Context: an optimization exercise on an open-source flow, tuned for a short achievable clock period and few clock cycles per item. The choices shown serve that exercise and are no tape-out recipe.
Function was checked by simulation only, so behaviour that the tests miss may differ from the original.
In every run shown here, the design's own scripts or RTL, not TritonCTS, make the clock network.
The flow treats the clock pin as an ideal source. Dropping or thinning the clock tree relies on that and would not hold on a real chip.
Power and IR drop assume default switching activity.

$ cat flow/flow/run.sh
#!/bin/bash
# The standard layout (the standard.sh: ORFS from synthesis to the final
# layout), except that the clock tree is built by flow/cts_tree.tcl: four
# root buffers fed by the clock port, each driving leaf buffers that each
# drive a group of nearby flip-flops (two buffer levels on every clock path).
# The make output goes to flow_make.log here; ORFS keeps each step's log
# under orfs/logs/.
set -euo pipefail
export PRE_CTS_TCL="$PWD/flow/cts_tree.tcl"
export TREE_PER_LEAF=32
bash standard.sh > flow_make.log 2>&1
$ cat flow/flow/cts_tree.tcl
# Two-level clock tree. The clock sinks are split by placement into four
# quadrants of equal count; each quadrant gets a root buffer fed straight
# from the clock port, driving one leaf buffer per group of at most
# TREE_PER_LEAF sinks (a grid of equal-count groups within the quadrant).
# Replaces clock_tree_synthesis in ORFS's cts.tcl (sourced as PRE_CTS_TCL).

rename clock_tree_synthesis orfs_clock_tree_synthesis

# split a list of {iterm x y} into n groups of near-equal count along index idx
proc tree_split {items idx n} {
  set sorted [lsort -integer -index $idx $items]
  set len [llength $sorted]
  set out {}
  for {set g 0} {$g < $n} {incr g} {
    set a [expr {($g * $len) / $n}]
    set b [expr {(($g + 1) * $len) / $n - 1}]
    set part [lrange $sorted $a $b]
    if { [llength $part] > 0 } { lappend out $part }
  }
  return $out
}

proc tree_centroid {items} {
  set cx 0
  set cy 0
  foreach s $items {
    set cx [expr {$cx + [lindex $s 1]}]
    set cy [expr {$cy + [lindex $s 2]}]
  }
  set n [llength $items]
  return [list [expr {$cx / $n}] [expr {$cy / $n}]]
}

proc tree_buffer {block master name in_net out_net x y} {
  set buf [odb::dbInst_create $block $master $name]
  [$buf findITerm A] connect $in_net
  [$buf findITerm X] connect $out_net
  $buf setLocation $x $y
  $buf setPlacementStatus PLACED
  return $buf
}

proc clock_tree_synthesis {args} {
  set per_leaf 40
  if { [info exists ::env(TREE_PER_LEAF)] } { set per_leaf $::env(TREE_PER_LEAF) }
  set db [ord::get_db]
  set block [ord::get_db_block]
  set clk_net [$block findNet clk]
  set master [$db findMaster sky130_fd_sc_hd__clkbuf_16]
  $clk_net setSigType CLOCK

  set sinks {}
  foreach it [$clk_net getITerms] {
    set xy [$it getAvgXY]
    lappend sinks [list $it [lindex $xy 1] [lindex $xy 2]]
  }
  puts "clock tree: [llength $sinks] sinks"

  set q 0
  set l 0
  foreach half [tree_split $sinks 1 2] {
    foreach quad [tree_split $half 2 2] {
      set root_net [odb::dbNet_create $block clktree_root_net_$q]
      $root_net setSigType CLOCK
      # leaf groups: columns by x, then rows by y
      set k [expr {int(ceil(double([llength $quad]) / $per_leaf))}]
      set cols [expr {int(ceil(sqrt($k)))}]
      set leaves {}
      foreach col [tree_split $quad 1 $cols] {
        set rows [expr {int(ceil(double([llength $col]) / $per_leaf))}]
        foreach grp [tree_split $col 2 $rows] {
          set net [odb::dbNet_create $block clktree_leaf_net_$l]
          $net setSigType CLOCK
          foreach s $grp {
            set it [lindex $s 0]
            $it disconnect
            $it connect $net
          }
          set c [tree_centroid $grp]
          tree_buffer $block $master clktree_leaf_$l $root_net $net [lindex $c 0] [lindex $c 1]
          lappend leaves [list {} [lindex $c 0] [lindex $c 1]]
          incr l
        }
      }
      set c [tree_centroid $leaves]
      tree_buffer $block $master clktree_root_$q $clk_net $root_net [lindex $c 0] [lindex $c 1]
      incr q
    }
  }
  puts "clock tree: $q root buffers, $l leaf buffers"

  global_connect
  set_propagated_clock [all_clocks]
}
$ cat flow/design.v
module gfe (
    input  wire        clk,
    input  wire        rst,           
    input  wire        cfg_mode,      
    input  wire [3:0]  cfg_base_col,  
    input  wire        in_valid,
    output wire        in_ready,
    input  wire [7:0]  in_data,
    output wire        out_valid,
    input  wire        out_ready,
    output wire [7:0]  out_data,
    input  wire        stat_rd,
    input  wire [7:0]  stat_addr,
    output reg         stat_rvalid,
    output reg  [31:0] stat_rdata
);
    localparam [2:0] S_LISTEN = 3'd0,
                     S_ACCUM  = 3'd1,
                     S_RENDER = 3'd2,
                     S_ACK    = 3'd3,
                     S_DIAG   = 3'd4,
                     S_FAULT  = 3'd5;
    localparam [3:0] C_EOF_AT_BOUNDARY = 4'd1,
                     C_EOF_MID_FRAME   = 4'd2,
                     C_RX_OVERRUN      = 4'd3,
                     C_NET_READ_ERROR  = 4'd4,
                     C_ACK_WRITE_ERROR = 4'd5,
                     C_DISPLAY_ERROR   = 4'd6,
                     C_PROTOCOL        = 4'd7;
    localparam [7:0] T_NET_ACCEPT   = 8'h10,
                     T_NET_READ     = 8'h11,
                     T_NET_WRITE    = 8'h12,
                     T_DISP_CLEAR   = 8'h20,
                     T_DISP_TEXT    = 8'h21,
                     T_DISP_LOAD    = 8'h22,
                     T_DISP_CURSOR  = 8'h23,
                     T_DISP_CHAR    = 8'h24;
    localparam [7:0] T_NET_ACCEPTED = 8'h18,
                     T_NET_DATA     = 8'h19,
                     T_NET_READ_ERR = 8'h1A,
                     T_NET_WR_DONE  = 8'h1B,
                     T_NET_WR_ERR   = 8'h1C,
                     T_DISP_OK      = 8'h28,
                     T_DISP_ERR     = 8'h29;
    localparam [7:0] ACK_CHAR = 8'h41;
    localparam [127:0] DIAG_TEXT = "DISPLAY I/O FAIL";
    reg  [2:0]  state;
    reg  [4:0]  step;
    reg  [1:0]  dstep;
    reg  [5:0]  offset;
    reg         fault;
    reg  [3:0]  cause;
    reg  [15:0] frames_lo, frames_hi;
    reg         frames_cy;      
    reg  [7:0]  rxbuf [0:39];
    reg         mode;
    reg  [3:0]  base_col;
    reg         s_listen, s_accum, s_render, s_ack, s_diag;    
    reg         diag_go;        
    reg  [4:0]  nstep;          
    reg         step_last;      
    reg  [5:0]  need;           
    reg  [3:0]  bcol [0:3];     
    reg         rst_q;          
    wire [31:0] frames = {frames_hi, frames_lo};
    reg         f_q;            
    reg  [7:0]  b_q;            
    reg         b18, b19, b1a, b1b, b1c, b28, b29;    
    reg         b00, b01, b02;  
    reg         bkle, bfill;    
    reg  [5:0]  bsub;           
    reg         p_tag, p_len, p_data;    
    reg         l_q;            
    reg  [7:0]  k_cnt;          
    reg         kc1;            
    reg         keep_r;         
    reg         fill_r;         
    reg  [7:0]  len_r;          
    wire nx_len  = p_tag && b19;
    wire nx_data = (p_len && !b00) || (p_data && !l_q);
    wire nx_tag  = !nx_len && !nx_data;
    wire [7:0] cnt_now  = p_len ? b_q : k_cnt;       
    wire       last_now = p_len ? b01 : kc1;
    wire [7:0] len_now  = p_len ? b_q : len_r;
    wire       keep_now = p_len ? (s_accum && !b00 && bkle) : keep_r;
    wire       fill_now = p_len ? bfill : fill_r;    
    reg  [5:0]  offset_after, need_after;
    reg  [7:0]  oa;             
    reg         ov;             
    reg  [7:0]  sb [0:16];      
    reg  [16:0] sv;             
    reg         load_q;         
    reg         rdy;            
    reg  [39:0] wr_sel;         
    reg  [39:0] we_q;           
    reg  [7:0]  wd_q;           
    genvar g;
    integer n, i;
    function [63:0] transpose;
        input [39:0] cm;    
        integer r, c;
        begin
            transpose = 64'd0;
            for (r = 0; r < 8; r = r + 1)
                for (c = 0; c < 5; c = c + 1)
                    transpose[8*r + (4 - c)] = cm[8*c + (7 - r)];
        end
    endfunction
    wire [39:0] glyph [0:7];
    generate
        for (g = 0; g < 8; g = g + 1) begin : g_glyph
            assign glyph[g] = {rxbuf[5*g + 4], rxbuf[5*g + 3], rxbuf[5*g + 2],
                               rxbuf[5*g + 1], rxbuf[5*g + 0]};
        end
    endgenerate
    wire [2:0]  tp_glyph = s_render ? nstep[2:0] : 3'd0;
    reg  [7:0]  gsel;
    reg  [39:0] gmux;
    reg  [63:0] tnext;
    always @(*) begin
        gmux = 40'd0;
        for (n = 0; n < 8; n = n + 1)
            if (gsel[n]) gmux = gmux | glyph[n];
    end
    always @(posedge clk) begin
        for (n = 0; n < 8; n = n + 1) gsel[n] <= (tp_glyph == n);
        tnext <= transpose(gmux);
        for (n = 0; n < 4; n = n + 1) bcol[n] <= base_col + n;
    end
    wire [2:0] cell_k  = {nstep[4], nstep[2:1]};
    wire [3:0] cur_col = bcol[nstep[2:1]];                
    wire       step_lt7 = !nstep[4] && !nstep[3];         
    reg [7:0] ok_tag;
    always @(*) begin
        ok_tag = T_NET_READ;
        if (s_accum && fill_now)            ok_tag = T_DISP_LOAD;
        if (s_render) begin
            if (step_last)                  ok_tag = mode ? T_NET_WRITE : T_NET_READ;
            else if (step_lt7)              ok_tag = T_DISP_LOAD;
            else if (!nstep[0])             ok_tag = T_DISP_CURSOR;
            else                            ok_tag = T_DISP_CHAR;
        end
        if (s_diag)                         ok_tag = (dstep == 2'd0) ? T_DISP_CURSOR : T_DISP_TEXT;
    end
    reg [7:0]  nt [0:16];
    reg [16:0] nm;
    always @(*) begin
        for (n = 0; n < 17; n = n + 1) nt[n] = 8'h00;
        nm = 17'd0;
        if (s_listen || s_ack) begin
            nt[0] = 8'd40;
            nm    = 17'h00001;
        end
        if (s_accum) begin
            if (fill_now) begin
                nt[0] = 8'd0;
                for (n = 0; n < 8; n = n + 1) nt[n + 1] = tnext[8*n +: 8];
                nm = 17'h001ff;
            end else begin
                nt[0] = {2'b00, p_len ? bsub : need_after};
                nm    = 17'h00001;
            end
        end
        if (s_render) begin
            if (step_last) begin
                nt[0] = mode ? ACK_CHAR : 8'd40;
                nm    = 17'h00001;
            end else if (step_lt7) begin
                nt[0] = {3'b000, nstep};
                for (n = 0; n < 8; n = n + 1) nt[n + 1] = tnext[8*n +: 8];
                nm = 17'h001ff;
            end else if (!nstep[0]) begin
                nt[0] = {4'd0, cur_col};
                nt[1] = {7'd0, cell_k[2]};
                nm    = 17'h00003;
            end else begin
                nt[0] = {5'd0, cell_k};
                nm    = 17'h00001;
            end
        end
        if (s_diag) begin
            if (dstep == 2'd0) begin
                nm = 17'h00003;
            end else begin
                nt[0] = 8'd16;
                for (n = 0; n < 16; n = n + 1) nt[n + 1] = DIAG_TEXT[8*(15 - n) +: 8];
                nm = 17'h1ffff;
            end
        end
    end
    reg [7:0]  nt_q [0:16];
    reg [16:0] nm_q;
    always @(posedge clk) begin
        for (n = 0; n < 17; n = n + 1) nt_q[n] <= nt[n];
        nm_q <= nm;
    end
    assign out_valid = ov;
    assign out_data  = oa;
    assign in_ready  = rdy;
    wire [7:0]  sx [0:16];
    wire [16:0] svx = load_q ? nm_q : sv;
    generate
        for (g = 0; g < 17; g = g + 1) begin : g_sx
            assign sx[g] = load_q ? nt_q[g] : sb[g];
        end
    endgenerate
    wire in_fire, ov_d, rdy_d, load_d;
    wire i18, i19, i1a, i1b, i1c, i28, i29, i00, i01, i02;
    wire kle, keq;
    wire [5:0] ksub;
    gfe_hs u_hs (
        .in_valid (in_valid),
        .in_data  (in_data),
        .out_ready(out_ready),
        .rdy      (rdy),
        .ov       (ov),
        .more     (svx[0]),
        .t_listen (nx_tag && s_listen),
        .t_render (nx_tag && s_render),
        .t_diag_go(nx_tag && s_diag && diag_go),
        .t_ack    (nx_tag && s_ack),
        .nx_tag   (nx_tag),
        .nx_len   (nx_len),
        .d_end    (nx_data && last_now),
        .d_go     (nx_data && last_now && keep_now),
        .fire     (in_fire),
        .ov_d     (ov_d),
        .rdy_d    (rdy_d),
        .load_d   (load_d)
    );
    gfe_dec u_dec (
        .in_data  (in_data),
        .i18      (i18),
        .i19      (i19),
        .i1a      (i1a),
        .i1b      (i1b),
        .i1c      (i1c),
        .i28      (i28),
        .i29      (i29),
        .i00      (i00),
        .i01      (i01),
        .i02      (i02)
    );
    gfe_cmp u_cmp (
        .in_data  (in_data),
        .need     (need),
        .kle      (kle),
        .keq      (keq),
        .ksub     (ksub)
    );
    reg        rd_q;
    reg  [7:0] addr_q;
    reg        rd_qq;
    reg  [1:0] sel_qq;      
    wire [31:0] status_word = {9'd0, dstep, step, 2'b00, offset, cause, fault, state};
    wire [31:0] config_word = {24'd0, base_col, 3'b000, mode};
    always @(posedge clk) begin
        if (rst) begin
            rd_q        <= 1'b0;
            rd_qq       <= 1'b0;
            stat_rvalid <= 1'b0;
        end else begin
            rd_q        <= stat_rd;
            rd_qq       <= rd_q;
            stat_rvalid <= rd_qq;
        end
        addr_q <= stat_addr;
        if (addr_q[7:2] != 6'd0)      sel_qq <= 2'd3;
        else if (addr_q[1:0] == 2'd0) sel_qq <= 2'd0;
        else if (addr_q[1:0] == 2'd1) sel_qq <= 2'd1;
        else if (addr_q[1:0] == 2'd2) sel_qq <= 2'd2;
        else                          sel_qq <= 2'd3;
        case (sel_qq)
            2'd0:    stat_rdata <= status_word;
            2'd1:    stat_rdata <= frames;
            2'd2:    stat_rdata <= config_word;
            default: stat_rdata <= 32'd0;
        endcase
    end
    always @(posedge clk) begin
        rst_q <= rst;
        if (rst) begin
            mode     <= cfg_mode;
            base_col <= cfg_base_col;
        end
        len_r  <= len_now;
        keep_r <= keep_now;
        fill_r <= fill_now;
        offset_after <= offset + len_now[5:0];
        need_after   <= need - len_now[5:0];
        if (rst) begin
            oa     <= T_NET_ACCEPT;
            ov     <= 1'b1;
            sv     <= 17'd0;
            load_q <= 1'b0;
            rdy    <= 1'b0;
            f_q    <= 1'b0;
            p_tag  <= 1'b0;
            p_len  <= 1'b0;
            p_data <= 1'b0;
            b_q    <= 8'd0;
            {b18, b19, b1a, b1b, b1c, b28, b29, b00, b01, b02, bkle, bfill} <= 12'd0;
            l_q    <= 1'b0;
            kc1    <= 1'b0;
        end else begin
            f_q    <= in_fire;
            load_q <= load_d;
            if (in_fire) begin
                p_tag  <= nx_tag;
                p_len  <= nx_len;
                p_data <= nx_data;
                b_q    <= in_data;
                {b18, b19, b1a, b1b, b1c, b28, b29, b00, b01, b02, bkle, bfill} <=
                    {i18, i19, i1a, i1b, i1c, i28, i29, i00, i01, i02, kle, keq};
                l_q    <= last_now;
                k_cnt  <= cnt_now - 8'd1;
                kc1    <= p_len ? b02 : (k_cnt == 8'd2);
            end
            if (in_fire) bsub <= ksub;
            if (ov) begin
                if (out_ready) oa <= sx[0];
            end else begin
                oa <= (s_render && in_data[0]) ? T_DISP_CLEAR : ok_tag;
            end
            ov <= ov_d;
            if (ov && out_ready) begin
                for (i = 0; i < 16; i = i + 1) begin
                    sb[i] <= sx[i + 1];
                    sv[i] <= svx[i + 1];
                end
                sv[16] <= 1'b0;
            end else begin
                for (i = 0; i < 17; i = i + 1)
                    sb[i] <= sx[i];
                sv <= svx;
            end
            rdy <= rdy_d;
        end
    end
    wire tag_q  = f_q && p_tag;
    wire len_q  = f_q && p_len;
    wire data_q = f_q && p_data;
    wire ev_accum0 = tag_q && ((s_listen && b18) || (s_ack && b1b));
    wire ev_step   = tag_q && s_render && b28;
    wire ev_derr   = tag_q && s_render && b29;
    wire ev_dok    = tag_q && s_diag && b28;
    wire ev_dend   = tag_q && s_diag && b29;
    wire ev_f4     = tag_q && s_accum && b1a;
    wire ev_f5     = tag_q && s_ack && b1c;
    wire ev_f7     = (tag_q && !b19 && ((s_listen && !b18) || (s_accum && !b1a) ||
                                        (s_render && !b28 && !b29) || (s_ack && !b1b && !b1c))) ||
                     (len_q && !fault && !s_accum);
    wire ev_feof   = len_q && s_accum && b00;
    wire ev_f3     = len_q && s_accum && !b00 && !bkle;
    wire ev_data   = data_q && keep_r;
    wire ev_dlast  = ev_data && l_q;
    wire ev_fault  = ev_f4 || ev_f5 || ev_f7 || ev_feof || ev_f3;
    reg [2:0] nstate;
    always @(*) begin
        nstate = state;
        if (ev_accum0)                    nstate = S_ACCUM;
        if (ev_step && step_last)         nstate = mode ? S_ACK : S_ACCUM;
        if (ev_derr)                      nstate = S_DIAG;
        if ((ev_dok && !diag_go) || ev_dend || ev_fault) nstate = S_FAULT;
        if (ev_dlast && fill_r)           nstate = S_RENDER;
    end
    always @(posedge clk) begin
        for (n = 0; n < 40; n = n + 1) begin
            we_q[n] <= ev_data && wr_sel[n];
            if (we_q[n]) rxbuf[n] <= wd_q;
        end
        wd_q <= b_q;
    end
    always @(posedge clk) begin
        if (rst_q) begin
            state     <= S_LISTEN;
            s_listen  <= 1'b1;
            s_accum   <= 1'b0;
            s_render  <= 1'b0;
            s_ack     <= 1'b0;
            s_diag    <= 1'b0;
            step      <= 5'd0;
            nstep     <= 5'd1;
            step_last <= 1'b0;
            dstep     <= 2'd0;
            diag_go   <= 1'b1;
            offset    <= 6'd0;
            need      <= 6'd40;
            fault     <= 1'b0;
            cause     <= 4'd0;
            frames_lo <= 16'd0;
            frames_hi <= 16'd0;
            frames_cy <= 1'b0;
            wr_sel    <= 40'd0;
        end else begin
            state    <= nstate;
            s_listen <= (nstate == S_LISTEN);
            s_accum  <= (nstate == S_ACCUM);
            s_render <= (nstate == S_RENDER);
            s_ack    <= (nstate == S_ACK);
            s_diag   <= (nstate == S_DIAG);
            frames_cy <= 1'b0;
            if (frames_cy) frames_hi <= frames_hi + 16'd1;
            if (ev_accum0 || (ev_step && step_last) || (ev_dlast && fill_r)) begin
                step      <= 5'd0;
                nstep     <= 5'd1;
                step_last <= 1'b0;
            end else if (ev_step) begin
                step      <= nstep;
                nstep     <= nstep + 5'd1;
                step_last <= (nstep == 5'd23);
            end
            if (ev_accum0 || (ev_step && step_last && !mode)) begin
                offset <= 6'd0;
                need   <= 6'd40;
            end
            if (ev_step && step_last) begin
                frames_lo <= frames_lo + 16'd1;
                frames_cy <= (frames_lo == 16'hffff);
            end
            if (ev_derr) begin
                fault   <= 1'b1;
                cause   <= C_DISPLAY_ERROR;
                dstep   <= 2'd0;
                diag_go <= 1'b1;
            end
            if (ev_dok) begin
                dstep   <= dstep + 2'd1;
                diag_go <= (dstep == 2'd0);
            end
            if (ev_fault) fault <= 1'b1;
            if (ev_f4)   cause <= C_NET_READ_ERROR;
            if (ev_f5)   cause <= C_ACK_WRITE_ERROR;
            if (ev_f7)   cause <= C_PROTOCOL;
            if (ev_f3)   cause <= C_RX_OVERRUN;
            if (ev_feof) cause <= (offset == 6'd0) ? C_EOF_AT_BOUNDARY : C_EOF_MID_FRAME;
            if (len_q)
                for (n = 0; n < 40; n = n + 1) wr_sel[n] <= (offset == n);
            if (ev_data)
                wr_sel <= {wr_sel[38:0], 1'b0};
            if (ev_dlast) begin
                if (fill_r) begin
                    offset <= 6'd40;
                    need   <= 6'd0;
                end else begin
                    offset <= offset_after;
                    need   <= need_after;
                end
            end
        end
    end
endmodule
module gfe_hs (
    input  wire        in_valid,
    input  wire [7:0]  in_data,
    input  wire        out_ready,
    input  wire        rdy,         
    input  wire        ov,          
    input  wire        more,        
    input  wire        t_listen,    
    input  wire        t_render,    
    input  wire        t_diag_go,   
    input  wire        t_ack,       
    input  wire        nx_tag,      
    input  wire        nx_len,      
    input  wire        d_end,       
    input  wire        d_go,        
    output wire        fire,        
    output wire        ov_d,        
    output wire        rdy_d,       
    output wire        load_d       
);
    wire i18   = (in_data == 8'h18);
    wire i19   = (in_data == 8'h19);
    wire i1b   = (in_data == 8'h1B);
    wire i2829 = (in_data[7:1] == 7'h14);
    wire i28   = i2829 && !in_data[0];
    wire i00   = (in_data == 8'h00);
    assign fire = in_valid && rdy;
    wire m_ok  = (i18 && t_listen) || (i28 && (t_render || t_diag_go)) || (i1b && t_ack) || d_go;
    wire m_go  = m_ok || (i2829 && t_render);
    wire m_end = (nx_tag && !i19) || (nx_len && i00) || d_end;
    wire done  = out_ready && !more;    
    assign load_d = fire && m_ok;
    assign ov_d   = ov ? !done : (fire && m_go);
    assign rdy_d  = !(fire && m_end) && (!ov || done);
endmodule
module gfe_dec (
    input  wire [7:0]  in_data,
    output wire        i18, i19, i1a, i1b, i1c, i28, i29, i00, i01, i02
);
    assign i18 = (in_data == 8'h18);
    assign i19 = (in_data == 8'h19);
    assign i1a = (in_data == 8'h1A);
    assign i1b = (in_data == 8'h1B);
    assign i1c = (in_data == 8'h1C);
    assign i28 = (in_data == 8'h28);
    assign i29 = (in_data == 8'h29);
    assign i00 = (in_data == 8'h00);
    assign i01 = (in_data == 8'h01);
    assign i02 = (in_data == 8'h02);
endmodule
module gfe_cmp (
    input  wire [7:0]  in_data,
    input  wire [5:0]  need,
    output wire        kle,         
    output wire        keq,         
    output wire [5:0]  ksub         
);
    assign kle  = (in_data <= {2'b00, need});
    assign keq  = (in_data == {2'b00, need});
    assign ksub = need - in_data[5:0];
endmodule
$ cat flow/constraint.sdc
create_clock -name core_clock -period 5.5 [get_ports {clk}]
set_input_delay 1.1000 -clock core_clock [delete_from_list [all_inputs] [get_ports {clk}]]
set_output_delay 1.1000 -clock core_clock [all_outputs]
set_load 0.01 [all_outputs]
$ cat flow/standard.sh
#!/bin/bash
# synth_recipe.tcl (not shown) runs the flow's synth.tcl, then flattens the netlist and writes it again
# the make line also repeats each setting of config.mk as NAME=value (left out here)
make -C /OpenROAD-flow-scripts/flow DESIGN_CONFIG=/design/flow/config.mk WORK_HOME=/design/flow/orfs CLKGATE_MAP_FILE= SYNTH_SCRIPT=/design/flow/synth_recipe.tcl "${@:-finish}"
$ cat flow/config.mk
export PLATFORM = sky130hd
export DESIGN_NAME = gfe
export DESIGN_NICKNAME = gfe
export VERILOG_FILES = /design/flow/design.v
export SDC_FILE = /design/flow/constraint.sdc
export NUM_CORES = 4
export LEC_CHECK = 0
export CAP_MARGIN = 20
export CORE_MARGIN = 2
export CORE_UTILIZATION = 55
export PLACE_DENSITY = 0.75
export SETUP_SLACK_MARGIN = 3.5
export SLEW_MARGIN = 20
export SYNTH_HIERARCHICAL = 1
==> impl_metrics.csv, run 1 <==
group,metric,value,unit
setup_path,cp.depth,7,
setup_path,max_stage_delay,0.32,ns
setup_path,crit_path_end_kind,"flop",
global_route,grt.total_usage,23.8,%
timing,min_period,2.03,ns
timing,tns,0,ns
detailed_routing,wl_per_cell,22.2,um
pwr,pwr-share-clk,29.2,%
cells_and_area,final_cell_mix,"edfxtp_1 (475), dfxtp_1 (355), nand2_1 (267)",
yosys,synth_area,0.0327,sq mm
timing,holdWs,0.427,ns
yosys,synthCells,2523,
detailed_routing,detail-route-antenna-nets,0,
placement,placed_cells,3249,
die,start_util,55.5,%
setup_path,r2r-end,"kc1",
detailed_routing,vias_per_cell,6.15,
cells_and_area,final_cells,3335,
yosys,synthFlopType,"edfxtp_1",
global_route,grt_pass1_vias,19700,
yosys,synth-seq-cells,868,
timing,finalSetupViolations,0,
cells_and_area,final_area,0.0359,sq mm
yosys,synth_edf_count,475,
flow_run,maxCapViolCount,0,
setup_path,crit_type,"input pin to flop",
global_route,grt.overflow.total,0,
pwr,switchingPower,2.15,mW
pwr,intPower,8.50,mW
pwr,p_seq_share,66.4,%
detailed_routing,drt_pass1_iterations,6,
pwr,p_leak,12.3,nW
die,io_pins,69,
timing,relSlewSlack,34.2,%
cells_and_area,drive_gt1_share,13.7,%
worst_hold_path,min_path_type,"flop to flop",
yosys,ys_seq_area_share,67.7,%
placement,portBuffers,68,
global_route,grt_pass1_wl,114000,um
setup_path,critPathMaxFanout,3,
cells_and_area,area_growth,9.95,%
placement,place_area,0.0342,sq mm
setup_path,cp.arrival,2.19,ns
run_status,status,"finished clean",
setup_path,crit_path_start_kind,"input pin",
pwr,peakVddDrop,276,uV
die,die_w,248,um
detailed_routing,wl,74100,um
setup_path,path_cells,"buf_12 -> inv_4 -> ha_4 -> nor2b_4 -> o31a_1 -> nor4_1 -> a311o_1",
timing,finalCritPeriodShare,36.9,%
timing,hold_viol_final,0,
die,die_y,248,um
detailed_routing,via_count,20500,
setup_path,cp.buffers_inverters,2,
pwr,power_density,297,mW/mm^2
yosys,syn_avg_cell_area,12.9,sq um
yosys,syn_nets,2582,
timing,drv_slew,0,
timing,worstMarginPinSlew,0.987,ns
setup_path,endpoint,"bsub[5]",
yosys,ys_warn_count,12,
die,core,0.0589,sq mm
setup_path,startpoint,"in_data[1]",
die,dieArea,0.0614,sq mm
setup_path,r2r_cells,6,
timing,fin_skew,0.0244,ns
setup_path,slowest_stage,"a311o_1",
placement,place_congestion,0.831,
setup_path,cp.required,5.66,ns
cells_and_area,final_nets,2623,
cells_and_area,antenna_cells,0,
setup_path,timing.rr.start,"p_len",
setup_path,reg2reg_slack,3.53,ns
pwr,swShare,20.2,%
timing,final.setup.worst_slack,3.47,ns
timing,fmax,492,MHz
clock_tree,clkTransAtPathRegs,0.10,ns
setup_path,crit_family,"compound AO/OA/AOI/OAI gates",
detailed_routing,drc,0,
pwr,pwr-share-comb,4.4,%
yosys,ys_types,88,
cells_and_area,fillers,4324,
placement,preCtsSetupSlack,1.78,ns
global_route,antenna_found_initial,1,
placement,dp_hpwl,45400,um
global_route,grt_max_degree,92,
die,rows,89,
detailed_routing,drt_iter0_drc,2110,
yosys,async_reset_ff_share,0,%
timing,rsz0062_at_grt,"true",
cells_and_area,final_common_cell,"edfxtp_1",
clock_tree,clkLatencyLatePin,0.40,ns
[flip-flops by register name, indices dropped and copies added, names as in the netlist, 16 cells and up]
signal	count
frames_hi	16
frames_lo	16
nt_q	48
rxbuf	320
sb	136
stat_rdata	32
sv	17
tnext	40
we_q	40
wr_sel	40
[cell usage after synthesis (4+ instances only)]
| cell type | count | share of area (%) |
|---|---|---|
| or3_1 | 8 | 0.15 |
| edfxtp_1 | 475 | 44 |
| o21ai_0 | 61 | 0.93 |
| nor3_1 | 33 | 0.51 |
| a221oi_1 | 12 | 0.32 |
| inv_1 | 65 | 0.75 |
| mux2i_1 | 97 | 3.0 |
| and2_1 | 52 | 1.0 |
| a21o_1 | 9 | 0.21 |
| nand2_1 | 273 | 3.1 |
| xor2_1 | 20 | 0.54 |
| nand2b_1 | 11 | 0.21 |
| a22oi_1 | 182 | 4.2 |
| o31ai_1 | 5 | 0.11 |
| nand3_1 | 31 | 0.47 |
| nor4_1 | 7 | 0.13 |
| clkbuf_1 | 90 | 1.0 |
| or2_2 | 6 | 0.11 |
| a31oi_1 | 35 | 0.67 |
| buf_2 | 33 | 0.51 |
| dfxtp_1 | 393 | 24 |
| nor3b_1 | 6 | 0.14 |
| nor2_1 | 143 | 1.6 |
| nor2b_1 | 28 | 0.54 |
| xnor2_1 | 30 | 0.80 |
| nand4_1 | 52 | 1.0 |
| buf_1 | 18 | 0.21 |
| and3_1 | 38 | 0.73 |
| mux4_2 | 47 | 3.2 |
| ha_1 | 30 | 1.1 |
| a21oi_1 | 144 | 2.2 |
| o211ai_1 | 4 | 0.092 |
| a211oi_1 | 7 | 0.16 |
[power groups by stage]
stage	Clock (mW)	Combinational, mW	Sequential, mW
floorplan	0	0.321	7.19
global placement	0	0.393	7.22
detailed placement	0	0.417	7.22
CTS	3.14	0.457	7.07
global route	3.37	0.512	7.09
finish	3.11	0.469	7.08
[metal layers]
layer	up-vias	track usage, %	routed length (um)
met5	-	0	0
met4	0	5.79	2110
met3	116	1.72	4600
met2	762	40.0	36200
met1	10300	33.9	31200
li1	9321	-	-
[cell type report]
cell class	instances	area, sq um	share of cell area, %
inverters	67	289	0.805
repair buffers	142	1390	3.87
plain buffers	40	1000	2.79
well taps	773	967	2.69
flip-flops and latches	868	22200	61.8
multi-input cells	1444	10100	28.0
repair inverters	1	7.51	0.0209
[kinds of logic (layout without fill, tap and decap cells)]
family,Yosys count,in the layout,share of synthesized area [%]
flops,868,868,67.7
mux,147,147,6.33
buf+inv,213,250,2.68
fa+ha+maj,33,33,1.33
xor+xnor,50,50,1.34
simple gates,721,723,10.8
compound gates,491,491,9.81
[Yosys stat by module, one instance, submodules excluded]
module	cells inside	area (sq um)	times used	flops+latches
gfe_cmp	51	380	1	0
gfe_hs	24	155	1	0
gfe	2428	32000	1	868
gfe_dec	20	129	1	0
[per-stage QoR]
step	total power, mW	utilization, %
floorplan	7.51	-
global placement	7.61	58.1
detailed placement	7.64	58.1
CTS	10.7	60.6
global route	11.0	61.0
finish	10.7	61.0
[worst min-delay path by stage]
stage | cells after the start | slack [ns] | to | startpoint
6_report | 1 | 0.43 | sel_qq[0] | addr_q[0]
5_1_grt | 1 | 0.45 | sel_qq[0] | addr_q[0]
4_1_cts | 1 | 0.43 | sel_qq[0] | addr_q[0]
3_5_place_dp | 1 | 0.41 | sel_qq[0] | addr_q[0]
3_3_place_gp | 1 | 0.40 | sel_qq[1] | addr_q[1]
2_1_floorplan | 0 | 0.35 | wd_q[7] | b_q[7]
[repair_timing]
action	CTS	global route
pin swaps	9	4
buffers inserted	27	11
endpoints found under the setup margin	420	135
hold endpoints to repair	0	0
hold buffers	0	0
gates cloned	7	1
gates resized for setup	317	34
Testbench counts, summed over its fixed seeds: cycles 88,757, frames 384.
==> run 2, diff against run 1 <==
--- a/flow/config.mk
+++ b/flow/config.mk
@@ -7,8 +7,8 @@
 export LEC_CHECK = 0
 export CAP_MARGIN = 20
 export CORE_MARGIN = 2
-export CORE_UTILIZATION = 55
-export PLACE_DENSITY = 0.75
+export CORE_UTILIZATION = 40
+export PLACE_DENSITY = 0.6
 export SETUP_SLACK_MARGIN = 3.5
 export SLEW_MARGIN = 20
 export SYNTH_HIERARCHICAL = 1
==> run 2 against run 1 <==
Sequential power about the same. Highest routed layer is now met5. Critical endpoint unchanged. Register-to-register slack better by 0.04 ns. Synthesized area is the same. Combinational power grew 4.5%. First-iteration DRC count is 24% lower. Cell area is 1.5% higher. Clock skew down 0.0019 ns. Largest power group unchanged. Wire length up 6.9%. Fmax shrank 1.3%. Largest cell class unchanged. Utilization fell by 16 points. Final cell count grew 8.7%.
==> impl_metrics.csv, run 2 <==
group,metric,value,unit
die,core,0.0807,sq mm
yosys,yosysMostFrequentCell,"edfxtp_1",
timing,holdWs,0.424,ns
yosys,synthFlopType,"edfxtp_1",
global_route,grtUsageMet1,26.4,%
die,start_util,40.5,%
setup_path,crit_type,"input pin to flop",
placement,place_congestion,0.800,
yosys,synth_top_cell_by_area,"edfxtp_1",
setup_path,cp.arrival,2.22,ns
yosys,ys_top_cells_by_count,"edfxtp_1 (475), dfxtp_1 (393), nand2_1 (273)",
timing,relSlewSlack,31.8,%
run_status,status,"finished clean",
pwr,pwr-share-comb,4.6,%
global_route,grt.total_usage,18.3,%
timing,worstMarginPinSlew,1.02,ns
placement,portBuffers,68,
cells_and_area,drive_gt1_share,14.3,%
detailed_routing,wl_per_cell,21.9,um
global_route,grt_max_degree,92,
yosys,syn_avg_cell_area,12.9,sq um
global_route,grt_busiest_layer,"met2",
timing,fmax,486,MHz
detailed_routing,drc,0,
timing,finalCritPeriodShare,37.4,%
detailed_routing,wl,79200,um
cells_and_area,final_cell_mix,"edfxtp_1 (475), dfxtp_1 (356), nand2_1 (268)",
cells_and_area,largest_register_ffs,320,
pwr,power_density,294,mW/mm^2
worst_hold_path,hold_path_depth,1,
global_route,antenna_found_initial,3,
setup_path,r2r_cells,8,
die,dieArea,0.0840,sq mm
setup_path,crit_path_start_kind,"input pin",
clock_tree,hold_buffers,0,
yosys,ys_types,88,
setup_path,critPathMaxFanout,8,
cells_and_area,area_growth,11.6,%
detailed_routing,detail-route-antenna-nets,0,
cells_and_area,final_common_cell,"edfxtp_1",
pwr,power,10.7,mW
pwr,switchingPower,2.22,mW
placement,placed_cells,3538,
cells_and_area,final_cells,3626,
timing,finalSetupViolations,0,
yosys,ys_seq_area_share,67.7,%
timing,hold_viol_final,0,
global_route,grt_pass1_wl,121000,um
pwr,p_leak,12.3,nW
cells_and_area,final_nets,2627,
yosys,synth_area,0.0327,sq mm
detailed_routing,drt_iter0_drc,1613,
timing,tns,0,ns
cells_and_area,top_regs,"rxbuf: 320 flops, sb: 136 flops, nt_q: 48 flops",
setup_path,crit_path_end_kind,"flop",
global_route,use_met3,1.44,%
cells_and_area,regMostFlops,"rxbuf",
worst_hold_path,min_path_type,"flop to flop",
placement,preCtsSetupSlack,1.61,ns
cells_and_area,antenna_cells,0,
cells_and_area,fillers,7214,
timing,final.setup.worst_slack,3.44,ns
flow_run,maxCapViolCount,0,
die,io_pins,69,
yosys,async_reset_ff_share,0,%
yosys,synth_area_leaders,"edfxtp_1 (44%), dfxtp_1 (24%), a22oi_1 (4.2%), mux4_2 (3.2%), nand2_1 (3.1%)",
clock_tree,clkLatencyLatePin,0.41,ns
pwr,swShare,20.7,%
clock_tree,clkTransAtPathRegs,0.10,ns
yosys,synthCells,2523,
placement,dp_hpwl,47500,um
setup_path,cp.required,5.67,ns
yosys,syn_nets,2582,
timing,rsz0062_at_grt,"true",
die,die_w,290,um
timing,min_period,2.06,ns
yosys,synth.top_cell.area_share,43.7,%
detailed_routing,vias_per_cell,5.59,
pwr,p_seq_share,65.9,%
pwr,pwr-share-clk,29.6,%
global_route,grt_pass1_vias,20000,
pwr,intPower,8.51,mW
timing,drv_slew,0,
timing,fin_skew,0.0225,ns
global_route,grt.overflow.total,0,
yosys,ys_warn_count,12,
die,rows,104,
pwr,peakVddDrop,253,uV
global_route,grt_use_met2,30.9,%
die,die_y,290,um
yosys,synth_edf_count,475,
detailed_routing,via_count,20300,
detailed_routing,drt_pass1_iterations,5,
yosys,synth-seq-cells,868,
[run 2: layout make-up]
cell class	instances	area (sq um)	share of cell area, %
timing repair buffer	145	1490	4.08
inverter	67	289	0.793
sequential	868	22200	60.9
buffer	40	1000	2.75
multi-input combinational	1445	10200	27.9
tap	1060	1330	3.64
timing repair inverter	1	7.51	0.0206
[run 2: routing by layer]
| metal | vias to the layer above | part of all wire (%) |
|---|---|---|
| met5 | - | 0.015 |
| met4 | 2 | 1.9 |
| met3 | 83 | 4.8 |
| met2 | 561 | 48 |
| met1 | 10300 | 45 |
| li1 | 9328 | - |
[run 2: final timing paths]
path               from            end  slack, ns
max          in_data[5]        bsub[5]       3.44
max reg2reg       p_len  need_after[4]       3.57
min reg2reg   addr_q[1]      sel_qq[1]       0.42
min           addr_q[1]      sel_qq[1]       0.42
[run 2: power by group through the flow]
stage	logic, mW	clock network, mW	registers, mW
floorplan	0.321	0	7.19
global placement	0.416	0	7.21
detailed placement	0.439	0	7.21
CTS	0.479	3.25	7.06
global route	0.536	3.46	7.08
finish	0.490	3.17	7.06
[run 2: cells by family (layout without fill, tap and decap cells)]
family / count (synthesis) / count (layout) / synth area share [%]
compound gates: 491 / 491 / 9.81
simple gates: 721 / 724 / 10.8
flops: 868 / 868 / 67.7
fa+ha+maj: 33 / 33 / 1.33
xor+xnor: 50 / 50 / 1.34
mux: 147 / 147 / 6.33
buf+inv: 213 / 253 / 2.68
[run 2: worst max-delay path, stage by stage]
cell and delay, ns:
buf_4 0.15, ha_4 0.29, inv_4 0.04, and3_4 0.13, a211o_1 0.23, a311o_1 0.28
[run 2: Yosys stat by module (local to each module, per instance)]
module,cells inside,flip-flops and latches,times used
gfe,2428,868,1
gfe_cmp,51,0,1
gfe_hs,24,0,1
gfe_dec,20,0,1
[run 2: repair_timing]
| action | in CTS | in global routing |
|---|---|---|
| resized for setup | 326 | 64 |
| setup buffers | 26 | 12 |
| pin swaps | 14 | 14 |
| endpoints found under the setup margin | 494 | 133 |
| gates cloned | 8 | 2 |
[run 2: metrics by stage]
| step | util, % | cell area (sq um) |
|---|---|---|
| after floorplan | - | 33200 |
| after global placement | 42.8 | 34600 |
| after detailed placement | 42.9 | 34600 |
| after CTS | 44.7 | 36100 |
| after global routing | 45.2 | 36500 |
| final | 45.2 | 36500 |
==> run 3, diff against run 2 <==
--- a/flow/design.v
+++ b/flow/design.v
@@ -68,7 +68,6 @@
     reg         b18, b19, b1a, b1b, b1c, b28, b29;    
     reg         b00, b01, b02;  
     reg         bkle, bfill;    
-    reg  [5:0]  bsub;           
     reg         p_tag, p_len, p_data;    
     reg         l_q;            
     reg  [7:0]  k_cnt;          
@@ -157,7 +156,7 @@
                 for (n = 0; n < 8; n = n + 1) nt[n + 1] = tnext[8*n +: 8];
                 nm = 17'h001ff;
             end else begin
-                nt[0] = {2'b00, p_len ? bsub : need_after};
+                nt[0] = {2'b00, p_len ? need - b_q[5:0] : need_after};
                 nm    = 17'h00001;
             end
         end
@@ -207,7 +206,6 @@
     wire in_fire, ov_d, rdy_d, load_d;
     wire i18, i19, i1a, i1b, i1c, i28, i29, i00, i01, i02;
     wire kle, keq;
-    wire [5:0] ksub;
     gfe_hs u_hs (
         .in_valid (in_valid),
         .in_data  (in_data),
@@ -245,8 +243,7 @@
         .in_data  (in_data),
         .need     (need),
         .kle      (kle),
-        .keq      (keq),
-        .ksub     (ksub)
+        .keq      (keq)
     );
     reg        rd_q;
     reg  [7:0] addr_q;
@@ -316,14 +313,13 @@
                 k_cnt  <= cnt_now - 8'd1;
                 kc1    <= p_len ? b02 : (k_cnt == 8'd2);
             end
-            if (in_fire) bsub <= ksub;
             if (ov) begin
                 if (out_ready) oa <= sx[0];
             end else begin
                 oa <= (s_render && in_data[0]) ? T_DISP_CLEAR : ok_tag;
             end
             ov <= ov_d;
-            if (ov && out_ready) begin
+            if (out_ready) begin
                 for (i = 0; i < 16; i = i + 1) begin
                     sb[i] <= sx[i + 1];
                     sv[i] <= svx[i + 1];
@@ -504,10 +500,8 @@
     input  wire [7:0]  in_data,
     input  wire [5:0]  need,
     output wire        kle,         
-    output wire        keq,         
-    output wire [5:0]  ksub         
+    output wire        keq          
 );
     assign kle  = (in_data <= {2'b00, need});
     assign keq  = (in_data == {2'b00, need});
-    assign ksub = need - in_data[5:0];
 endmodule
--- a/flow/config.mk
+++ b/flow/config.mk
@@ -7,8 +7,8 @@
 export LEC_CHECK = 0
 export CAP_MARGIN = 20
 export CORE_MARGIN = 2
-export CORE_UTILIZATION = 40
-export PLACE_DENSITY = 0.6
+export CORE_UTILIZATION = 55
+export PLACE_DENSITY = 0.75
 export SETUP_SLACK_MARGIN = 3.5
 export SLEW_MARGIN = 20
 export SYNTH_HIERARCHICAL = 1
==> run 3 against run 2 <==
Power down 2.5%. Sequential share of layout area up 0.99 points. Global-route usage up 4.9 points. Sequential power down 1%. Worst hold slack worse by 0.0030 ns. Via count down 1.8%. Setup slack better by 0.049 ns. Combinational power down 23%. Sequential cell count down 6. Fmax up 2.5%. Synthesized area down 0.21%. Critical path type is now flop to primary output. Highest routed layer is now met4.
==> impl_metrics.csv, run 3 <==
group,metric,value,unit
detailed_routing,drc,0,
clock_tree,clkLatencyLatePin,0.40,ns
yosys,ys_warn_count,12,
die,rows,89,
detailed_routing,drt_pass1_iterations,5,
cells_and_area,largest_register_ffs,320,
cells_and_area,final_common_cell,"edfxtp_1",
global_route,grt.overflow.total,0,
yosys,ys_types,77,
yosys,ys_seq_area_share,67.3,%
yosys,synth_edf_count,469,
yosys,synth-seq-cells,862,
flow_run,maxCapViolCount,0,
setup_path,cp.required,4.40,ns
setup_path,path_cells,"dlymetal6s2s_1",
cells_and_area,final_nets,2536,
cells_and_area,regMostFlops,"rxbuf",
yosys,synthCells,2454,
pwr,peakVddDrop,270,uV
pwr,power,10.5,mW
yosys,synth_area_leaders,"edfxtp_1 (43%), dfxtp_1 (24%), a22oi_1 (4.2%), mux2i_1 (4.1%), mux4_2 (3.2%)",
cells_and_area,area_growth,9.21,%
global_route,grt_pass1_vias,19500,
detailed_routing,wl,72900,um
pwr,pwr-share-clk,29.6,%
placement,place_congestion,0.884,
pwr,swShare,19.9,%
setup_path,max_stage_delay,0.35,ns
timing,holdWs,0.421,ns
yosys,async_reset_ff_share,0,%
placement,portBuffers,68,
global_route,antenna_found_initial,0,
yosys,syn_nets,2513,
yosys,ys_top_cells_by_count,"edfxtp_1 (469), dfxtp_1 (393), nor2_1 (200)",
timing,tns,0,ns
die,die_w,247,um
cells_and_area,fillers,4433,
setup_path,crit_family,"flip-flops",
global_route,grt_max_degree,74,
die,io_pins,69,
yosys,synth.top_cell.area_share,43.2,%
setup_path,crit_path_start_kind,"flop",
cells_and_area,final_area,0.0356,sq mm
cells_and_area,antenna_cells,0,
timing,hold_viol_final,0,
yosys,synthFlopType,"edfxtp_1",
timing,final.setup.worst_slack,3.49,ns
detailed_routing,vias_per_cell,6.13,
timing,drv_slew,0,
setup_path,cp.arrival,0.91,ns
pwr,pwr-share-comb,3.6,%
detailed_routing,detail-route-antenna-nets,0,
timing,worstMarginPinSlew,1.19,ns
timing,min_period,2.01,ns
die,core,0.0588,sq mm
timing,finalSetupViolations,0,
setup_path,critPathMaxFanout,2,
cells_and_area,final_cell_mix,"edfxtp_1 (469), dfxtp_1 (358), nor2_1 (198)",
pwr,intPower,8.38,mW
global_route,grt_pass1_wl,111000,um
detailed_routing,drt_iter0_drc,1787,
setup_path,crit_type,"flop to primary output",
pwr,power_density,294,mW/mm^2
placement,dp_hpwl,45200,um
placement,place_area,0.0341,sq mm
timing,fin_skew,0.0182,ns
pwr,switchingPower,2.08,mW
detailed_routing,wl_per_cell,22.4,um
run_status,status,"finished clean",
cells_and_area,seqCellArea,0.0220,sq mm
die,die_y,247,um
setup_path,crit_path_end_kind,"primary output",
setup_path,cp.buffers_inverters,1,
timing,relSlewSlack,20.9,%
cells_and_area,top_regs,"rxbuf: 320 flops, sb: 136 flops, nt_q: 48 flops",
yosys,synth_area,0.0326,sq mm
yosys,syn_avg_cell_area,13.3,sq um
die,start_util,55.4,%
pwr,p_seq_share,66.8,%
timing,fmax,498,MHz
setup_path,slowest_stage,"dfxtp_4",
placement,preCtsSetupSlack,2.28,ns
worst_hold_path,min_path_type,"flop to flop",
clock_tree,clkTransAtPathRegs,0.09,ns
yosys,synth_top_cell_by_area,"edfxtp_1",
yosys,yosysMostFrequentCell,"edfxtp_1",
global_route,grt.total_usage,23.3,%
pwr,p_leak,13.0,nW
timing,finalCritPeriodShare,36.5,%
timing,rsz0062_at_grt,"true",
detailed_routing,via_count,19900,
die,dieArea,0.0612,sq mm
cells_and_area,multi_input_area,0.0103,sq mm
cells_and_area,drive_gt1_share,13.7,%
## run 3: cell count changes after synthesis, sizes merged, moves of 8 or more
cell	before	now
a211oi	7	24
a21oi	145	108
a31oi	35	4
buf	53	38
clkbuf	93	101
mux2	3	17
mux2i	97	134
nand2	273	128
nand2b	11	20
nor2	144	204
nor2b	29	48
o21a	3	13
## run 3: layer usage
layer / GRT usage (%) / vias to the layer above / wire, um
li1: - / 9108 / -
met1: 32.8 / 9929 / 30400
met2: 39.1 / 754 / 35500
met3: 2.24 / 117 / 5020
met4: 5.79 / 0 / 2030
met5: 0 / - / 0
## run 3: repair_timing
item | in CTS | in global routing
resized for setup | 270 | 53
gates cloned | 4 | 1
setup endpoints to repair | 478 | 180
buffers inserted | 14 | 9
hold buffers | 0 | 0
pin swaps | 6 | 7
## run 3: power by group through the flow
| stage | Clock, mW | Combinational, mW | Sequential [mW] |
|---|---|---|---|
| after global routing | 3.34 | 0.410 | 7.00 |
| after floorplan | 0 | 0.268 | 7.10 |
| final | 3.10 | 0.375 | 6.98 |
| after CTS | 3.14 | 0.369 | 6.98 |
| after detailed placement | 0 | 0.359 | 7.13 |
| after global placement | 0 | 0.336 | 7.13 |
## run 3: final timing paths
path	from	end	slack [ns]	cells past startpoint
setup / recovery	ov	out_valid	3.49	1
hold / removal	addr_q[0]	sel_qq[0]	0.42	1
setup reg to reg	p_len	ov	3.56	8
hold reg to reg	addr_q[0]	sel_qq[0]	0.42	1
## run 3: through the flow
step	instances	util [%]
6_report	3248	60.6
5_1_grt	3248	60.6
3_5_place_dp	3180	58.1
2_1_floorplan	2454	-
4_1_cts	3238	60.1
3_3_place_gp	3178	58.0
## run 3: modules after synthesis, one instance, submodules excluded
| module | area (sq um) | cells inside |
|---|---|---|
| gfe_cmp | 161 | 23 |
| gfe_dec | 129 | 20 |
| gfe | 32200 | 2387 |
| gfe_hs | 155 | 24 |
## run 3: final cells by class
type / instances / share of cell area [%]
Sequential cell: 862 / 61.9
Buffer: 40 / 2.81
Multi-Input combinational cell: 1390 / 28.8
Inverter: 63 / 0.710
Timing Repair inverter: 3 / 0.0597
Tap cell: 773 / 2.72
Timing Repair Buffer: 117 / 3.00
## run 3: cells by family after synthesis
group	after synthesis	synth area share [%]
AND/OR/NAND/NOR	654	10.2
multiplexers	198	7.95
flip-flops	862	67.3
AO/OA/AOI/OAI	458	9.51
adder cells (fa/ha/maj)	33	1.34
buffers and inverters	202	2.45
XOR/XNOR	47	1.26
Testbench counts of run 3, summed over its fixed seeds: cycles 88,757, frames 384.
==> run 4, diff against run 3 <==
--- a/flow/config.mk
+++ b/flow/config.mk
@@ -7,8 +7,8 @@
 export LEC_CHECK = 0
 export CAP_MARGIN = 20
 export CORE_MARGIN = 2
-export CORE_UTILIZATION = 55
-export PLACE_DENSITY = 0.75
-export SETUP_SLACK_MARGIN = 3.5
+export CORE_UTILIZATION = 40
+export PLACE_DENSITY = 0.6
+export SETUP_SLACK_MARGIN = 3.8
 export SLEW_MARGIN = 20
 export SYNTH_HIERARCHICAL = 1
==> run 4 against run 3 <==
Still clean. Wire length up 16%. Clock power up 2%. Fmax decreased by 0.39%. Worst hold slack got worse by 0.0025 ns. Final cell count is 13% higher. Highest routed layer is now met5. Die area increased by 37%. Setup slack worse by 0.0078 ns. Register-to-register slack about the same.
==> impl_metrics.csv, run 4 <==
group,metric,value,unit
cells_and_area,area_growth,20.0,%
global_route,grt_pass1_wl,125000,um
setup_path,endpoint,"in_ready",
flow_run,maxCapViolCount,0,
setup_path,crit_path_start_kind,"flop",
detailed_routing,drt_pass1_iterations,5,
global_route,grt.total_usage,19.3,%
die,dieArea,0.0838,sq mm
setup_path,crit_family,"flip-flops",
yosys,yosysMostFrequentCell,"edfxtp_1",
yosys,synth-seq-cells,862,
yosys,synth_area_leaders,"edfxtp_1 (43%), dfxtp_1 (24%), a22oi_1 (4.2%), mux2i_1 (4.1%), mux4_2 (3.2%)",
detailed_routing,wl,84200,um
setup_path,cp.required,4.40,ns
timing,relSlewSlack,54.5,%
yosys,ys_top_cells_by_count,"edfxtp_1 (469), dfxtp_1 (393), nor2_1 (200)",
setup_path,cp.buffers_inverters,1,
pwr,p_leak,14.3,nW
timing,fmax,496,MHz
timing,finalSetupViolations,0,
yosys,syn_nets,2513,
placement,portBuffers,68,
cells_and_area,final_area,0.0391,sq mm
placement,place_area,0.0347,sq mm
yosys,synth_edf_count,469,
cells_and_area,regMostFlops,"rxbuf",
die,io_pins,69,
timing,tns,0,ns
die,die_y,289,um
yosys,ys_warn_count,12,
clock_tree,clkTransAtPathRegs,0.11,ns
placement,dp_hpwl,46900,um
timing,min_period,2.02,ns
yosys,synth.top_cell.area_share,43.2,%
cells_and_area,final_common_cell,"edfxtp_1",
cells_and_area,top_regs,"rxbuf: 320 flops, sb: 136 flops, nt_q: 48 flops",
cells_and_area,drive_gt1_share,25.2,%
cells_and_area,largest_register_ffs,320,
timing,finalCritPeriodShare,36.7,%
global_route,grt.overflow.total,0,
clock_tree,clkLatencyLatePin,0.41,ns
timing,hold_viol_final,0,
worst_hold_path,min_from,"addr_q[1]",
yosys,synthCells,2454,
cells_and_area,final_cell_mix,"edfxtp_1 (469), dfxtp_1 (328), nor2_1 (186)",
timing,holdWs,0.418,ns
yosys,synth_top_cell_by_area,"edfxtp_1",
pwr,peakVddDrop,184,uV
detailed_routing,vias_per_cell,5.60,
yosys,ys_types,77,
global_route,antenna_found_initial,3,
detailed_routing,drt_iter0_drc,1664,
global_route,grt_pass1_vias,20400,
setup_path,crit_type,"flop to primary output",
worst_hold_path,min_path_type,"flop to flop",
cells_and_area,fillers,6776,
cells_and_area,antenna_cells,0,
yosys,synthFlopType,"edfxtp_1",
timing,final.setup.worst_slack,3.48,ns
timing,worstMarginPinSlew,0.683,ns
detailed_routing,detail-route-antenna-nets,0,
detailed_routing,wl_per_cell,23.0,um
pwr,power,10.6,mW
placement,preCtsSetupSlack,2.25,ns
cells_and_area,final_nets,2664,
setup_path,cp.arrival,0.92,ns
setup_path,path_cells,"buf_6",
timing,rsz0062_at_grt,"true",
setup_path,slowest_stage,"dfxtp_4",
setup_path,critPathMaxFanout,2,
setup_path,cp.depth,1,
die,start_util,40.5,%
setup_path,timing.rr.start,"p_len",
detailed_routing,via_count,20500,
setup_path,r2r-end,"nt_q[0][4]",
setup_path,r2r_cells,7,
detailed_routing,drc,0,
yosys,syn_avg_cell_area,13.3,sq um
yosys,async_reset_ff_share,0,%
timing,fin_skew,0.0339,ns
yosys,ys_seq_area_share,67.3,%
setup_path,max_stage_delay,0.38,ns
setup_path,crit_path_end_kind,"primary output",
run_status,status,"finished clean",
die,die_w,289,um
yosys,synth_area,0.0326,sq mm
setup_path,reg2reg_slack,3.56,ns
die,core,0.0805,sq mm
pwr,power_density,271,mW/mm^2
die,rows,104,
timing,drv_slew,0,
global_route,grt_max_degree,75,
setup_path,startpoint,"rdy",
placement,place_congestion,0.829,
## run 4: changes by cell type in the layout (fill, tap and decap cells not counted), sizes merged
| cell | delta |
|---|---|
| clkinvlp | -2 |
| dlymetal6s2s | -2 |
| buf | +117 |
| bufbuf | +4 |
| nand4 | +1 |
| a21oi | +4 |
| clkbuf | +5 |
| nand3 | +1 |
## run 4: logic make-up (layout without fill, tap and decap cells)
group,after synthesis,count (layout),synth area share (%)
AOI/OAI and AO/OA,458,462,9.51
xor gates and xnor gates,47,47,1.26
adders and majority gates,33,33,1.34
buffers and inverters,202,345,2.45
DFF,862,862,67.3
muxes,198,198,7.95
and+or+nand+nor,654,656,10.2
## run 4: area by class of cell
| type | instances | area [sq um] | share of cell area, % |
|---|---|---|---|
| multi-input cells | 1396 | 11400 | 29.2 |
| flip-flops and latches | 862 | 22100 | 56.5 |
| repair buffers | 241 | 3000 | 7.67 |
| well taps | 1060 | 1330 | 3.39 |
| plain buffers | 40 | 1000 | 2.56 |
| inverters | 63 | 280 | 0.716 |
| repair inverters | 1 | 8.76 | 0.0224 |
## run 4: metrics by stage
stage | util, % | std cells
global placement | 43.1 | 3470
floorplan | - | 2454
global route | 48.6 | 3663
CTS | 47.0 | 3610
finish | 48.6 | 3663
detailed placement | 43.1 | 3470
## run 4: modules after synthesis, one instance, submodules excluded
module	cells inside	area, sq um
gfe_hs	24	155
gfe	2387	32200
gfe_dec	20	129
gfe_cmp	23	161
## run 4: routing by layer
| metal | GRT usage [%] | up-vias | part of all wire (%) |
|---|---|---|---|
| li1 | - | 9397 | - |
| met1 | 26.8 | 10500 | 43 |
| met2 | 32.6 | 540 | 49 |
| met3 | 1.69 | 112 | 4.9 |
| met4 | 4.79 | 2 | 2.9 |
| met5 | 0 | - | 0.015 |
## run 4: how the worst min path moves through the flow
stage           endpoint  slack [ns]  depth (start not counted)
3_5_place_dp   sel_qq[1]        0.40                          1
4_1_cts        sel_qq[1]        0.42                          1
6_report       sel_qq[1]        0.42                          1
2_1_floorplan    wd_q[7]        0.35                          0
5_1_grt        sel_qq[1]        0.43                          1
3_3_place_gp   sel_qq[1]        0.40                          1
## run 4: repair_timing
action                                  CTS  global route
setup buffers                            72            46
hold buffers                              0             0
resized for setup                       500           163
endpoints found under the setup margin  554           303
pin swaps                                60            86
gates cloned                             28             7
## run 4: report_power, final
group	internal [mW]	total [mW]	switching (mW)
sequential	6.89	6.97	0.0810
clock	1.31	3.15	1.85
combinational	0.239	0.477	0.238
total	8.44	10.6	2.16
==> run 5, diff against run 4 <==
--- a/flow/config.mk
+++ b/flow/config.mk
@@ -9,6 +9,6 @@
 export CORE_MARGIN = 2
 export CORE_UTILIZATION = 40
 export PLACE_DENSITY = 0.6
-export SETUP_SLACK_MARGIN = 3.8
+export SETUP_SLACK_MARGIN = 3.5
 export SLEW_MARGIN = 20
 export SYNTH_HIERARCHICAL = 1
==> run 5 against run 4 <==
Largest cell class unchanged. Critical path depth unchanged. Power down 1.0%. Register-to-register slack about the same. Final cell count down 3.2%. Critical endpoint is now out_data[0]. Highest routed layer is now met4. Clock skew down 0.010 ns. Worst hold slack better by 0.0033 ns. Die area unchanged. First-iteration DRC count down 19%. Fmax up 1.9%. Sequential share of layout area up 4.7 points. Sequential cell count unchanged. Via count down 3.7%. Still clean on timing, DRC and antenna.
==> impl_metrics.csv, run 5 <==
group,metric,value,unit
run_status,status,"finished clean",
detailed_routing,top_layer_used,"met4",
die,die_w,289,um
die,die_y,289,um
yosys,synth.top_cell.area_share,43.2,%
cells_and_area,area_growth,10.4,%
timing,min_period,1.98,ns
yosys,syn_nets,2513,
pwr,p_leak,13.0,nW
setup_path,r2r_cells,8,
detailed_routing,drt_iter0_drc,1354,
detailed_routing,wl,77300,um
cells_and_area,final_area,0.0360,sq mm
cells_and_area,fillers,7173,
timing,tns,0,ns
die,core,0.0805,sq mm
yosys,synth_area_leaders,"edfxtp_1 (43%), dfxtp_1 (24%), a22oi_1 (4.2%), mux2i_1 (4.1%), mux4_2 (3.2%)",
detailed_routing,vias_per_cell,5.58,
global_route,grt_pass1_vias,19700,
yosys,synthCells,2454,
timing,fin_skew,0.0238,ns
cells_and_area,final_cell_mix,"edfxtp_1 (469), dfxtp_1 (348), nor2_1 (198)",
pwr,power_density,292,mW/mm^2
yosys,synth-xor-area-share,1.26,%
yosys,ys_top_cells_by_count,"edfxtp_1 (469), dfxtp_1 (393), nor2_1 (200)",
yosys,synth-seq-cells,862,
timing,relSlewSlack,49.3,%
yosys,ys_types,77,
setup_path,crit_path_start_kind,"flop",
setup_path,path_cells,"buf_6",
global_route,antenna_found_initial,2,
detailed_routing,drt_pass1_iterations,5,
setup_path,crit_family,"flip-flops",
cells_and_area,final_nets,2546,
placement,place_area,0.0345,sq mm
worst_hold_path,min_path_type,"flop to flop",
detailed_routing,drc,0,
worst_hold_path,hold_end,"nt_q[3][0]",
yosys,syn_avg_cell_area,13.3,sq um
detailed_routing,wl_met3,3970,um
yosys,synth_compound_area_share,9.51,%
setup_path,max_stage_delay,0.37,ns
yosys,synth_edf_count,469,
timing,worstMarginPinSlew,0.759,ns
yosys,ys_seq_area_share,67.3,%
worst_hold_path,hold_path_depth,2,
yosys,yosysMostFrequentCell,"edfxtp_1",
timing,drv_slew,0,
cells_and_area,final_common_cell,"edfxtp_1",
timing,finalSetupViolations,0,
worst_hold_path,min_from,"tnext[16]",
placement,dp_hpwl,47200,um
setup_path,cp.arrival,0.88,ns
setup_path,cp.buffers_inverters,1,
setup_path,crit_path_end_kind,"primary output",
yosys,synth_top_cell_by_area,"edfxtp_1",
yosys,async_reset_ff_share,0,%
detailed_routing,wl_per_cell,21.8,um
detailed_routing,wl_met2,36800,um
placement,portBuffers,68,
yosys,synth_top_family_by_area,"simple AND/OR/NAND/NOR gates",
timing,finalCritPeriodShare,36.0,%
global_route,grt_max_degree,62,
detailed_routing,detail-route-antenna-nets,0,
pwr,power,10.5,mW
die,io_pins,69,
timing,rsz0062_at_grt,"true",
cells_and_area,regMostFlops,"rxbuf",
cells_and_area,drive_gt1_share,14.6,%
setup_path,reg2reg_slack,3.56,ns
timing,hold_viol_final,0,
yosys,synth_area,0.0326,sq mm
global_route,grt.total_usage,18.0,%
cells_and_area,fin_util,44.7,%
die,dieArea,0.0838,sq mm
detailed_routing,met1_length,34500,um
cells_and_area,top_regs,"rxbuf: 320 flops, sb: 136 flops, nt_q: 48 flops",
detailed_routing,via_count,19800,
global_route,grt.overflow.total,0,
global_route,grt_pass1_wl,118000,um
pwr,peakVddDrop,277,uV
yosys,synthFlopType,"edfxtp_1",
setup_path,r2r-end,"offset_after[4]",
setup_path,timing.rr.start,"p_len",
yosys,muxShareOfSynthArea,7.95,%
yosys,ys_warn_count,12,
setup_path,crit_type,"flop to primary output",
flow_run,maxCapViolCount,0,
die,start_util,40.5,%
die,rows,104,
setup_path,slowest_stage,"dfxtp_2",
placement,place_congestion,0.826,
setup_path,cp.required,4.40,ns
yosys,yosys.area_share.simple,10.2,%
cells_and_area,largest_register_ffs,320,
timing,fmax,506,MHz
clock_tree,clkLatencyLatePin,0.41,ns
yosys,synth-adder-area-share,1.34,%
clock_tree,clkTransAtPathRegs,0.10,ns
setup_path,critPathMaxFanout,2,
clock_tree,hold_buffers,0,
[run 5: cell counts after synthesis]
No cell type changed its count.
[run 5: final cells by class]
class	count	area, sq um	share of cell area (%)
diodes	1	2.50	0.00695
plain buffers	40	1000	2.78
inverters	63	254	0.706
multi-input cells	1390	10200	28.4
flip-flops and latches	862	22000	61.2
well taps	1060	1330	3.68
repair buffers	127	1130	3.14
repair inverters	3	21.3	0.0591
[run 5: power breakdown]
group          switching, mW  total (mW)  internal, mW
Clock                   1.83        3.14          1.31
Sequential            0.0817        6.98          6.90
Combinational          0.203       0.376         0.173
[run 5: repair_timing]
item / 4_1_cts / 5_1_grt
pin swaps: 6 / 6
setup endpoints to repair: 486 / 208
gates cloned: 4 / 1
buffers inserted: 23 / 5
resized for setup: 285 / 56
[run 5: through the flow]
| step | setup WS (ns) | cells | hold WS [ns] |
|---|---|---|---|
| global route | 3.41 | 3545 | 0.442 |
| global placement | 2.33 | 3472 | 0.397 |
| floorplan | 1.99 | 2454 | 0.350 |
| CTS | 3.49 | 3539 | 0.426 |
| detailed placement | 2.29 | 3472 | 0.417 |
| finish | 3.52 | 3546 | 0.421 |
[run 5: per-module statistics from Yosys, one instance, submodules excluded]
module,cells,cell area (sq um),flops+latches
gfe,2387,32200,862
gfe_dec,20,129,0
gfe_hs,24,155,0
gfe_cmp,23,161,0
[run 5: worst max path at each step]
stage             endpoint       start  depth (start not counted)
6_report       out_data[0]       oa[0]                          1
3_3_place_gp     sb[15][3]   out_ready                          5
4_1_cts        out_data[0]       oa[0]                          1
5_1_grt               bkle  in_data[1]                          8
3_5_place_dp     sb[11][5]   out_ready                          4
2_1_floorplan     sb[0][0]         rst                          2
[run 5: kinds of logic after synthesis]
kind of cell,Yosys count
xor gates and xnor gates,47
buffers and inverters,202
adders and majority gates,33
DFF,862
muxes,198
AOI/OAI and AO/OA,458
and+or+nand+nor,654
[run 5: routing by layer]
metal | vias up | global-route usage (%)
li1 | 9113 | -
met1 | 10000 | 25.7
met2 | 516 | 29.8
met3 | 93 | 1.73
met4 | 0 | 3.84
met5 | - | 0

port drivers added, routing unchanged:
The results above use ideal ports. As a check the final layouts listed here were re-extracted and re-timed, cells and wires unchanged.
Step 1, drivers: a clkbuf_16 drives clk and a buf_2 each remaining input, both assumed.
Step 2 adds t to the input delays and takes it off the output delays; t is the mean of the earliest and latest rising clock arrival at the registers after step 1. Input paths then give back, and output paths get back, about the clock's delay inside the block.
Slacks: ideal / step 1 / step 2; pairs: ideal / step 1.
| run | t, ns | setup WS [ns] | clock arrival spread, ns | worst register clock-pin slew, ns |
|---|---|---|---|---|
| run 1 | 0.515 | 3.469 / 3.357 / 3.014 | 0.028 / 0.028 | 0.10 / 0.10 |
| run 2 | 0.534 | 3.442 / 3.363 / 2.997 | 0.025 / 0.025 | 0.10 / 0.10 |
| run 3 | 0.515 | 3.492 / 3.364 / 3.061 | 0.025 / 0.024 | 0.10 / 0.10 |
| run 4 | 0.528 | 3.484 / 3.353 / 3.173 | 0.034 / 0.035 | 0.11 / 0.11 |
| run 5 | 0.528 | 3.522 / 3.389 / 3.055 | 0.026 / 0.027 | 0.10 / 0.10 |
After both steps setup and hold are still met in every run listed. The setup slack of run 5, which loses most, moves by -0.133 ns with the drivers and by -0.467 ns with both steps.
